This is an optimization exercise on Yosys and OpenROAD, whose aim is small area, a short achievable clock period and few clock cycles, not a production implementation. Only simulation tests tie the RTL to the original design; equivalence was not proved. Power figures rest on the tool's default switching activity, not on a simulated workload.

$ cat flow/design.v
module zre_rot (
    input  wire       clk,
    input  wire       rst,
    input  wire       start,
    input  wire [1:0] mode,
    input  wire [4:0] width,      
    input  wire [4:0] height,     
    input  wire       pix_valid,
    input  wire       pix,
    output reg        out_valid,
    output reg  [7:0] out_byte,
    output reg        out_last
);
    reg [1:0]  cfg_mode;
    reg [3:0]  wm1, hm1;           
    reg        busy;               
    reg        in_act;             
    reg [3:0]  ic;                 
    reg [3:0]  oc;                 
    reg        m0_pend;            
    reg        k;                  
    reg [3:0]  p;                  
    reg [4:0]  q;                  
    reg [15:0] col [0:15];
    reg        pv, px;
    reg        fresh;
    always @(posedge clk) begin
        pv    <= pix_valid;
        px    <= pix;
        fresh <= start & ~busy;
    end
    wire m_none = (cfg_mode == 2'd0);
    wire m_cw   = (cfg_mode == 2'd1);
    wire m_180  = (cfg_mode == 2'd3);
    wire transp = cfg_mode[0] ^ cfg_mode[1];
    wire in_done = busy & ~in_act;
    wire [3:0] owm1 = transp ? hm1 : wm1;         
    wire [3:0] ohm1 = transp ? wm1 : hm1;         
    reg        s2;                                 
    wire [3:0] icz = ic ^ {4{m_180}};
    wire [3:0] ic_step = ic ^ {&icz[2:0], &icz[1:0], icz[0], 1'b1};
    wire [3:0] ocz = oc ^ {4{m_cw}};
    wire [3:0] oc_step = oc ^ {&ocz[2:0], &ocz[1:0], ocz[0], 1'b1};
    wire [3:0] pz = p ^ {4{m_cw}};
    wire [3:0] p_step = p ^ {&pz[2:0], &pz[1:0], pz[0], 1'b1};
    wire [4:0] q_inc = q ^ {&q[3:0], &q[2:0], &q[1:0], q[0], 1'b1};
    wire [4:0] q_dec = q ^ {~|q[3:0], ~|q[2:0], ~|q[1:0], ~q[0], 1'b1};
    wire [3:0] w_m1 = width[3:0] ^ {~|width[2:0], ~|width[1:0], ~width[0], 1'b1};
    wire [3:0] h_m1 = height[3:0] ^ {~|height[2:0], ~|height[1:0], ~height[0], 1'b1};
    wire we      = pv & in_act;
    wire row_end = m_180 ? (ic == 4'd0) : (ic == wm1);
    wire last_y  = m_cw ? (oc == 4'd0) : (oc == hm1);
    wire [3:0] wc = transp ? oc : ic;
    integer i;
    always @(posedge clk) begin
        for (i = 0; i < 16; i = i + 1)
            if (we && wc == i[3:0])
                col[i] <= {col[i][14:0], px};
    end
    wire ready    = m_none ? m0_pend : (m_cw ? ~q[4] : in_done);
    wire emit     = busy & ready;
    wire row_last = m_cw ? (p == 4'd0) : (p == ohm1);
    wire k_end    = (k == s2);
    wire row_adv  = emit & ~m_none & k_end;
    wire last_b   = m_none ? in_done : (k_end & row_last);
    reg [7:0] rd;
    integer b;
    always @(*) begin
        for (b = 0; b < 8; b = b + 1) begin
            if (k)
                rd[7 - b] = col[8 + b][p];
            else if (b == 0)
                rd[7 - b] = col[0][m_cw ? q[3:0] : p];
            else
                rd[7 - b] = col[b][p];
            if (!((~k & owm1[3]) | (b[2:0] <= owm1[2:0])))
                rd[7 - b] = 1'b0;
        end
    end
    wire q_up = we & (oc == 4'd0);                 
    wire q_dn = busy & ~q[4] & k_end;              
    always @(posedge clk) begin
        if (rst) begin
            busy      <= 1'b0;
            in_act    <= 1'b0;
            m0_pend   <= 1'b0;
            out_valid <= 1'b0;
        end else begin
            out_valid <= emit;
            m0_pend   <= we & m_none & ((ic[2:0] == 3'd7) | row_end);
            if (!busy) begin
                busy   <= start;
                in_act <= start;
            end else begin
                if (we && row_end && last_y) in_act <= 1'b0;
                if (emit && last_b) busy <= 1'b0;
            end
        end
    end
    always @(posedge clk) begin
        out_byte <= rd;
        out_last <= last_b;
        if (!busy) begin
            cfg_mode <= mode;
            wm1      <= w_m1;
            hm1      <= h_m1;
            k        <= 1'b0;
            q        <= 5'h1f;
        end else if (fresh) begin
            ic       <= m_180 ? wm1 : 4'd0;
            oc       <= m_cw ? hm1 : 4'd0;
            p        <= m_cw ? wm1 : 4'd0;
            s2       <= transp ? hm1[3] : wm1[3];
        end else begin
            if (we) begin
                ic <= row_end ? (m_180 ? wm1 : 4'd0) : ic_step;
                if (row_end)
                    oc <= oc_step;
                if (m_none) k <= ic[3];
            end
            if (emit && !m_none) begin
                k <= ~k & s2;
                if (k_end)
                    p <= p_step;
            end
            if (q_up && !q_dn)
                q <= q_inc;
            else if (q_dn && !q_up)
                q <= q_dec;
        end
    end
endmodule
$ cat flow/run.sh
#!/bin/bash
# synth_recipe.tcl (not shown) runs the flow's synth.tcl, then flattens the netlist and writes it again
# the make line also repeats each setting of config.mk as NAME=value (left out here)
make -C /OpenROAD-flow-scripts/flow DESIGN_CONFIG=/design/flow/config.mk WORK_HOME=/design/flow/orfs CLKGATE_MAP_FILE= SYNTH_SCRIPT=/design/flow/synth_recipe.tcl finish
$ cat flow/config.mk
export PLATFORM = sky130hd
export DESIGN_NAME = zre_rot
export DESIGN_NICKNAME = zre_rot
export VERILOG_FILES = /design/flow/design.v
export SDC_FILE = /design/flow/constraint.sdc
export NUM_CORES = 4
export LEC_CHECK = 0
export CAP_MARGIN = 5
export CORE_MARGIN = 2
export CORE_UTILIZATION = 65
export CTS_BUF_LIST = sky130_fd_sc_hd__clkbuf_16
export CTS_CLUSTER_DIAMETER = 80
export CTS_CLUSTER_SIZE = 24
export PLACE_DENSITY = 0.75
export SETUP_SLACK_MARGIN = 5
export SLEW_MARGIN = 5
export SYNTH_MEMORY_MAX_BITS = 4096
$ cat flow/constraint.sdc
create_clock -name core_clock -period 10.0 [get_ports {clk}]
set_input_delay 2.0000 -clock core_clock [delete_from_list [all_inputs] [get_ports {clk}]]
set_output_delay 2.0000 -clock core_clock [all_outputs]
set_load 0.01 [all_outputs]
==> impl_metrics.tcl, run 1 <==
set metrics [dict create \
    status "complete, no violations" \
    cts_max_level 1 \
    firstDrtPassIters 5 \
    rows 50 \
    vias_per_cell 6.59 \
    areaGrowthSynthToFinish_pct 7.17 \
    synth_warnings 2 \
    power.density_nw_per_um2 169 \
    power_frac_comb 0.082 \
    tightestPinTransition_ns 1.04 \
    vias 6409 \
    clkPwrFrac 0.298 \
    hp-class "reg2reg" \
    cp_num_buf_inv 1 \
    synth_top_family_by_area "multiplexers" \
    relSlewSlack 0.305 \
    synth-edff-count 279 \
    die_w_um 143 \
    synthAdderAreaFrac 0.00901 \
    crit_slowest_cell "clkdlybuf4s50_1" \
    cap_violations 0 \
    nFillCells 1170 \
    clk_latency_ns 0.50 \
    antennaDiodeCount 0 \
    cp_max_fo 1 \
    io_pins 27 \
    fin_crit_sh 0.342 \
    clockBufferDepth 3 \
    pre_cts_slack_ns 6.58 \
    setup_ws_ns 6.58 \
    skew_ns 0.0137 \
    wl_per_cell_um 23.1 \
    drtAntennaViolNets 0 \
    tritoncts "done" \
    syn_nets 736 \
    start_kind "register" \
    grt_pass1_wl_um 36100 \
    vdd_drop_max_v 0.000151 \
    finalPower_mw 2.27 \
    ys_top_cells_by_area "edfxtp_1 67%, mux4_2 12%, dfxtp_1 3.5%, mux2i_1 1.4%, nor2_1 1.3%" \
    hold_ws_ns 0.441 \
    path_cells "clkdlybuf4s50_1" \
    period_needed_ns 3.42 \
    tns_ns 0 \
    antenna_found_initial 0 \
    synth-compound-area-share 0.0406 \
    grt_overflow 0 \
    grt_pass1_vias 6436 \
    synth.avg_cell_area_sq_um 17.6 \
    switchingPower_mw 0.486 \
    synth_xor_xnor_area_share 0.0182 \
    p_int_mw 1.78 \
    finalSetupViolCount 0 \
    fin_util 0.714 \
    worstSetupPathType "reg2out" \
    synthArstFlopShare 0 \
    p_leak_nw 4.29 \
    crit_path_end_kind "primary output" \
    grt_usage 0.231 \
    yosysTopAreaCell "edfxtp_1" \
    finalNetCount 755 \
    cpLargestDelayFamily "buffers and inverters" \
    required_ns 8.00 \
    grt_max_degree 69 \
    cts_buffers 16 \
    netlist_area_sq_um 12500 \
    dp_hpwl_um 14100 \
    post_cts_resized 0 \
    swShare 0.214 \
    cts.sinks 301 \
    fp.dieH_um 143 \
    cp.arrival_ns 1.42 \
    p_seq_frac 0.620 \
    postCtsSetupRepairBufs 0 \
    drtIter0Drc 549 \
    dieArea_sq_um 20400 \
    remaining_drc_errors 0 \
    portBuffers 24 \
    timing.fmax_mhz 292 \
    core_area_sq_um 18800 \
    rsz0062_at_grt "false" \
    yosysSeqAreaShare 0.706 \
    drive_above_1_share 0.163 \
    ys.flop_type "edfxtp_1" \
    synth_cells 710 \
    cts_root_buffer "clkbuf_16" \
    start_util 0.666 \
    max_stage_delay_ns 0.55 \
    gp_congestion 0.849 \
    hold_viol_final 0 \
    synth_top_area_share 0.670 \
    synth_cell_type_count 51 \
    cts_hold_buf 0 \
    path_clk_slew_ns 0.10 \
    drv_slew 0 \
    wirelength_um 22500 \
    ys_seq_elements 301 \
    muxShareOfSynthArea 0.149 \
    synth-simple-area-share 0.0510 \
]
layer usage:
| layer | global-route usage | vias up | wire length, um |
|---|---|---|---|
| met5 | 0 | - | 0 |
| met4 | 0.0386 | 0 | 274 |
| met3 | 0.0359 | 21 | 1420 |
| met2 | 0.365 | 224 | 10900 |
| met1 | 0.358 | 3338 | 9850 |
| li1 | - | 2826 | - |
power groups by stage:
stage	Sequential (mW)	Clock, mW	Combinational [mW]
floorplan	1.42	0	0.136
global placement	1.43	0	0.181
detailed placement	1.43	0	0.185
CTS	1.41	0.697	0.187
global route	1.41	0.735	0.201
finish	1.41	0.676	0.186
cell usage after synthesis (all sizes together) (2+ instances only):
library cell  count
ha                9
o21ai            25
clkbuf           14
buf              27
a22oi             4
xor2              9
nand2b            9
a211oi           12
nand3            13
nor3              5
a31oi             5
dfxtp            22
nand3b            2
nand4             3
mux4             67
a22o              2
xnor2            17
mux2             14
inv              23
edfxtp          279
and3b             2
nor2             42
a32oi             2
nand2            27
nor2b            11
a2111oi           2
mux2i            19
o22ai             9
and3              5
nor3b             5
a21oi            13
path summary, 6_finish.rpt:
check | startpoint | end | slack (ns) | cells after the start
max | out_byte[4] | out_byte[4] | 6.58 | 1
min reg2reg | col[6][2] | col[6][3] | 0.44 | 0
min | col[6][2] | col[6][3] | 0.44 | 0
max reg2reg | cfg_mode[0] | out_byte[5] | 6.90 | 6
flip-flops by register name, indices dropped and copies added, names as in the netlist, 2 cells and up:
name	cells
col	256
cfg_mode	2
oc	4
wm1	4
q	5
out_byte	8
p	4
hm1	4
ic	4
area by class of cell:
cell class	instances	area [sq um]	area share
multi-input combinational	345	3350	0.250
tap	234	293	0.0219
inverter	23	86.3	0.00645
sequential	301	8820	0.659
clock buffer	17	425	0.0318
clock inverter	10	41.3	0.00308
timing repair buffer	42	375	0.0280
metrics by stage:
stage	cell area, sq um	std cells
6_report	13400	972
5_1_grt	13400	972
4_1_cts	13400	971
3_5_place_dp	12900	944
3_3_place_gp	12900	944
2_1_floorplan	12500	710
placed cells by master (no fill, tap or decap), drive strengths merged, types with 2 or more instances in the layout:
cell           instances
clkinv                 3
dfxtp                 22
nor2b                 11
ha                     9
edfxtp               279
nor3b                  5
o22ai                  9
a32oi                  2
o21ai                 25
nand3b                 2
mux4                  67
mux2i                 19
xnor2                 17
a2111oi                2
nand3                 13
inv                   29
mux2                  14
and3                   5
a21oi                 13
a31oi                  5
a22o                   2
a22oi                  4
buf                   18
xor2                   9
nand2                 27
nand2b                 9
a211oi                12
nand4                  3
nor3                   5
nor2                  42
and3b                  2
clkdlybuf4s50         24
clkbuf                17
cells by family (layout without fill, tap and decap cells):
group	count (synthesis)	in the layout
compound gates	81	81
xor+xnor	26	26
fa+ha+maj	9	9
buf+inv	64	92
flops	301	301
mux	100	100
simple gates	129	129
Testbench counts, summed over its fixed seeds: cycles 92,706.
==> inputs of run 2 (changes only) <==
--- a/flow/design.v
+++ b/flow/design.v
@@ -19,8 +19,7 @@
     reg [3:0]  oc;                 
     reg        m0_pend;            
     reg        k;                  
-    reg [3:0]  p;                  
-    reg [4:0]  q;                  
+    reg        s2;                 
     reg [15:0] col [0:15];
     reg        pv, px;
     reg        fresh;
@@ -36,15 +35,10 @@
     wire in_done = busy & ~in_act;
     wire [3:0] owm1 = transp ? hm1 : wm1;         
     wire [3:0] ohm1 = transp ? wm1 : hm1;         
-    reg        s2;                                 
     wire [3:0] icz = ic ^ {4{m_180}};
     wire [3:0] ic_step = ic ^ {&icz[2:0], &icz[1:0], icz[0], 1'b1};
     wire [3:0] ocz = oc ^ {4{m_cw}};
     wire [3:0] oc_step = oc ^ {&ocz[2:0], &ocz[1:0], ocz[0], 1'b1};
-    wire [3:0] pz = p ^ {4{m_cw}};
-    wire [3:0] p_step = p ^ {&pz[2:0], &pz[1:0], pz[0], 1'b1};
-    wire [4:0] q_inc = q ^ {&q[3:0], &q[2:0], &q[1:0], q[0], 1'b1};
-    wire [4:0] q_dec = q ^ {~|q[3:0], ~|q[2:0], ~|q[1:0], ~q[0], 1'b1};
     wire [3:0] w_m1 = width[3:0] ^ {~|width[2:0], ~|width[1:0], ~width[0], 1'b1};
     wire [3:0] h_m1 = height[3:0] ^ {~|height[2:0], ~|height[1:0], ~height[0], 1'b1};
     wire we      = pv & in_act;
@@ -57,28 +51,21 @@
             if (we && wc == i[3:0])
                 col[i] <= {col[i][14:0], px};
     end
-    wire ready    = m_none ? m0_pend : (m_cw ? ~q[4] : in_done);
+    wire ready    = m_none ? m0_pend : in_done;
     wire emit     = busy & ready;
-    wire row_last = m_cw ? (p == 4'd0) : (p == ohm1);
+    wire [3:0] p  = oc & {4{~m_none}};            
+    wire row_last = m_cw ? (oc == 4'd0) : (oc == ohm1);
     wire k_end    = (k == s2);
-    wire row_adv  = emit & ~m_none & k_end;
     wire last_b   = m_none ? in_done : (k_end & row_last);
     reg [7:0] rd;
     integer b;
     always @(*) begin
         for (b = 0; b < 8; b = b + 1) begin
-            if (k)
-                rd[7 - b] = col[8 + b][p];
-            else if (b == 0)
-                rd[7 - b] = col[0][m_cw ? q[3:0] : p];
-            else
-                rd[7 - b] = col[b][p];
+            rd[7 - b] = k ? col[8 + b][p] : col[b][p];
             if (!((~k & owm1[3]) | (b[2:0] <= owm1[2:0])))
                 rd[7 - b] = 1'b0;
         end
     end
-    wire q_up = we & (oc == 4'd0);                 
-    wire q_dn = busy & ~q[4] & k_end;              
     always @(posedge clk) begin
         if (rst) begin
             busy      <= 1'b0;
@@ -105,28 +92,22 @@
             wm1      <= w_m1;
             hm1      <= h_m1;
             k        <= 1'b0;
-            q        <= 5'h1f;
         end else if (fresh) begin
             ic       <= m_180 ? wm1 : 4'd0;
             oc       <= m_cw ? hm1 : 4'd0;
-            p        <= m_cw ? wm1 : 4'd0;
             s2       <= transp ? hm1[3] : wm1[3];
         end else begin
             if (we) begin
                 ic <= row_end ? (m_180 ? wm1 : 4'd0) : ic_step;
                 if (row_end)
-                    oc <= oc_step;
+                    oc <= last_y ? (m_cw ? wm1 : 4'd0) : oc_step;
                 if (m_none) k <= ic[3];
             end
             if (emit && !m_none) begin
                 k <= ~k & s2;
                 if (k_end)
-                    p <= p_step;
+                    oc <= oc_step;
             end
-            if (q_up && !q_dn)
-                q <= q_inc;
-            else if (q_dn && !q_up)
-                q <= q_dec;
         end
     end
 endmodule
==> impl_metrics.tcl, run 2 <==
set metrics [dict create \
    status "complete, no violations" \
    r2r-start "cfg_mode[0]" \
    synth_cell_type_count 64 \
    finalSetupViolCount 0 \
    synth_top_area_share 0.680 \
    dieArea_sq_um 19800 \
    cts_max_level 1 \
    vias 6205 \
    cts_hold_buf 0 \
    post_cts_resized 0 \
    drtAntennaViolNets 0 \
    r2r_end "col[1][14]" \
    placed_cell_area_sq_um 12500 \
    crit_path_end_kind "primary output" \
    worstSetupPathType "reg2out" \
    timing.fmax_mhz 298 \
    ys_top_cells_by_area "edfxtp_1 68%, mux4_2 9.6%, dfxtp_1 2.8%, mux4_1 2.6%, nor2_1 1.1%" \
    crit_slowest_cell "clkdlybuf4s50_1" \
    layout_commonest_cell "edfxtp_1" \
    dp_hpwl_um 14300 \
    cp_num_buf_inv 1 \
    finalNetCount 720 \
    grt_pass1_wl_um 35100 \
    hp-class "reg2reg" \
    syn_nets 704 \
    synth_most_common_cell "edfxtp_1" \
    synthTopCellsByCount "275 x edfxtp_1, 52 x mux4_2, 36 x nor2_1" \
    final_cell_mix "275 x edfxtp_1, 52 x mux4_2, 31 x nand2_1" \
    yosysSeqAreaShare 0.708 \
    wirelength_um 22100 \
    tritoncts "done" \
    wl_per_cell_um 23.8 \
    clk_latency_ns 0.49 \
    drive_above_1_share 0.155 \
    placed_cells 906 \
    vdd_drop_max_v 0.000166 \
    p_leak_nw 4.20 \
    period_needed_ns 3.36 \
    min_from "col[0][7]" \
    power.density_nw_per_um2 176 \
    largest_register_ffs 256 \
    rows 49 \
    ff2ff_setup_slack_ns 6.73 \
    die_w_um 141 \
    drv_slew 0 \
    start_kind "register" \
    clockBufferDepth 3 \
    path_cells "clkdlybuf4s50_1" \
    required_ns 8.00 \
    areaGrowthSynthToFinish_pct 7.25 \
    fin_area_sq_um 13000 \
    relSlewSlack 0.163 \
    portBuffers 24 \
    antenna_found_initial 0 \
    final_cells 930 \
    tns_ns 0 \
    firstDrtPassIters 6 \
    seqCellArea_sq_um 8600 \
    io_pins 27 \
    skew_ns 0.0261 \
    critical_path.endpoint "out_byte[7]" \
    yosysTopAreaCell "edfxtp_1" \
    max_stage_delay_ns 0.54 \
    top_regs "col (256), out_byte (8)" \
    cts_buffers 16 \
    rr_worst_depth 5 \
    netlist_area_sq_um 12100 \
    drtIter0Drc 540 \
    rsz0062_at_grt "false" \
    cp_max_fo 1 \
    antennaDiodeCount 0 \
    synth.avg_cell_area_sq_um 17.9 \
    max_flop_register "col" \
    gp_congestion 0.806 \
    hold_ws_ns 0.439 \
    vias_per_cell 6.67 \
    cap_violations 0 \
    grt_max_degree 47 \
    synth-edff-count 275 \
    grt_pass1_vias 6253 \
    nFillCells 1113 \
    cts.sinks 292 \
    remaining_drc_errors 0 \
    ys_seq_elements 292 \
    synthArstFlopShare 0 \
    crit_cells 1 \
    tightestPinTransition_ns 1.25 \
    hold_viol_final 0 \
    synth_cells 679 \
    postCtsSetupRepairBufs 0 \
    startpoint "out_byte[7]" \
    core_area_sq_um 18100 \
    synth_warnings 2 \
    path_clk_slew_ns 0.09 \
    multi_input_area_sq_um 3250 \
    grt_usage 0.231 \
    ys.flop_type "edfxtp_1" \
    fp.dieH_um 141 \
    fin_crit_sh 0.336 \
    cp.arrival_ns 1.36 \
    grt_overflow 0 \
    cts_root_buffer "clkbuf_16" \
    cpLargestDelayFamily "buffers and inverters" \
    start_util 0.669 \
]
-- run 2: worst reg2reg max path, stage by stage, from the launching register on --
cell and delay, ns:
edfxtp_1 0.40, inv_1 0.06, ha_1 0.87, and3b_1 0.27, o21ai_0 0.26, nor2_1 1.03
-- run 2: where the power goes --
part	leakage, nW	internal, mW	total [mW]	switching, mW
logic	1.32	0.117	0.246	0.129
registers	2.63	1.35	1.37	0.0266
clock network	0.248	0.312	0.675	0.363
total	4.20	1.78	2.29	0.519
-- run 2: through the flow --
stage,power [mW],setup slack (ns),utilization
after detailed placement,1.65,6.68,0.691
after floorplan,1.57,7.21,-
after CTS,2.31,6.61,0.716
after global placement,1.64,6.72,0.691
after global routing,2.37,6.56,0.717
final,2.29,6.64,0.717
-- run 2: worst min path at each step --
stage,to,slack (ns),cells after the start
global route,col[8][8],0.45,0
floorplan,col[12][10],0.42,0
detailed placement,col[3][14],0.43,0
CTS,col[8][8],0.44,0
finish,col[0][8],0.44,0
global placement,col[5][14],0.42,0
-- run 2: layout make-up --
class / instances / area share
clock buffer: 17 / 0.0327
clock inverter: 7 / 0.00336
inverter: 21 / 0.00606
multi-input combinational: 328 / 0.250
sequential: 292 / 0.661
tap: 229 / 0.0220
timing repair buffer: 36 / 0.0254
-- run 2: cells by family after synthesis --
kind of cell / synth area share
flops: 0.708
compound gates: 0.0433
buf+inv: 0.0259
mux: 0.142
xor+xnor: 0.0137
simple gates: 0.0589
fa+ha+maj: 0.00825
-- run 2: per-layer routing --
layer | vias up | global-route usage | wire, um
met5 | - | 0 | 0
met4 | 0 | 0.0511 | 328
met3 | 24 | 0.0302 | 1250
met2 | 245 | 0.374 | 10900
met1 | 3190 | 0.347 | 9590
li1 | 2746 | - | -
Testbench counts of run 2, summed over its fixed seeds: cycles 94,156.

-- afterwards: timing with drivers on the ports --
Ports are ideal in the flow. The routed layouts listed here were re-timed in OpenROAD. Step 1: set_driving_cell puts a clkbuf_16 on clk and a buf_2 on each other input, an assumption about the parent block. Step 2 moves the port delays by t, midway between the first and last clock arrival at a register: inputs arrive t later, outputs are due t later. That takes back most of the time a late clock gives input paths. a / b / c = ideal ports / drivers / drivers and shift; a / b = the first two.
run | t (ns) | setup slack, ns | worst register clock-pin slew, ns
run 1 | 0.537 | 6.581 / 6.533 / 6.699 | 0.10 / 0.10
run 2 | 0.522 | 6.640 / 6.597 / 6.675 | 0.10 / 0.10
After both steps every run listed still meets setup and hold.
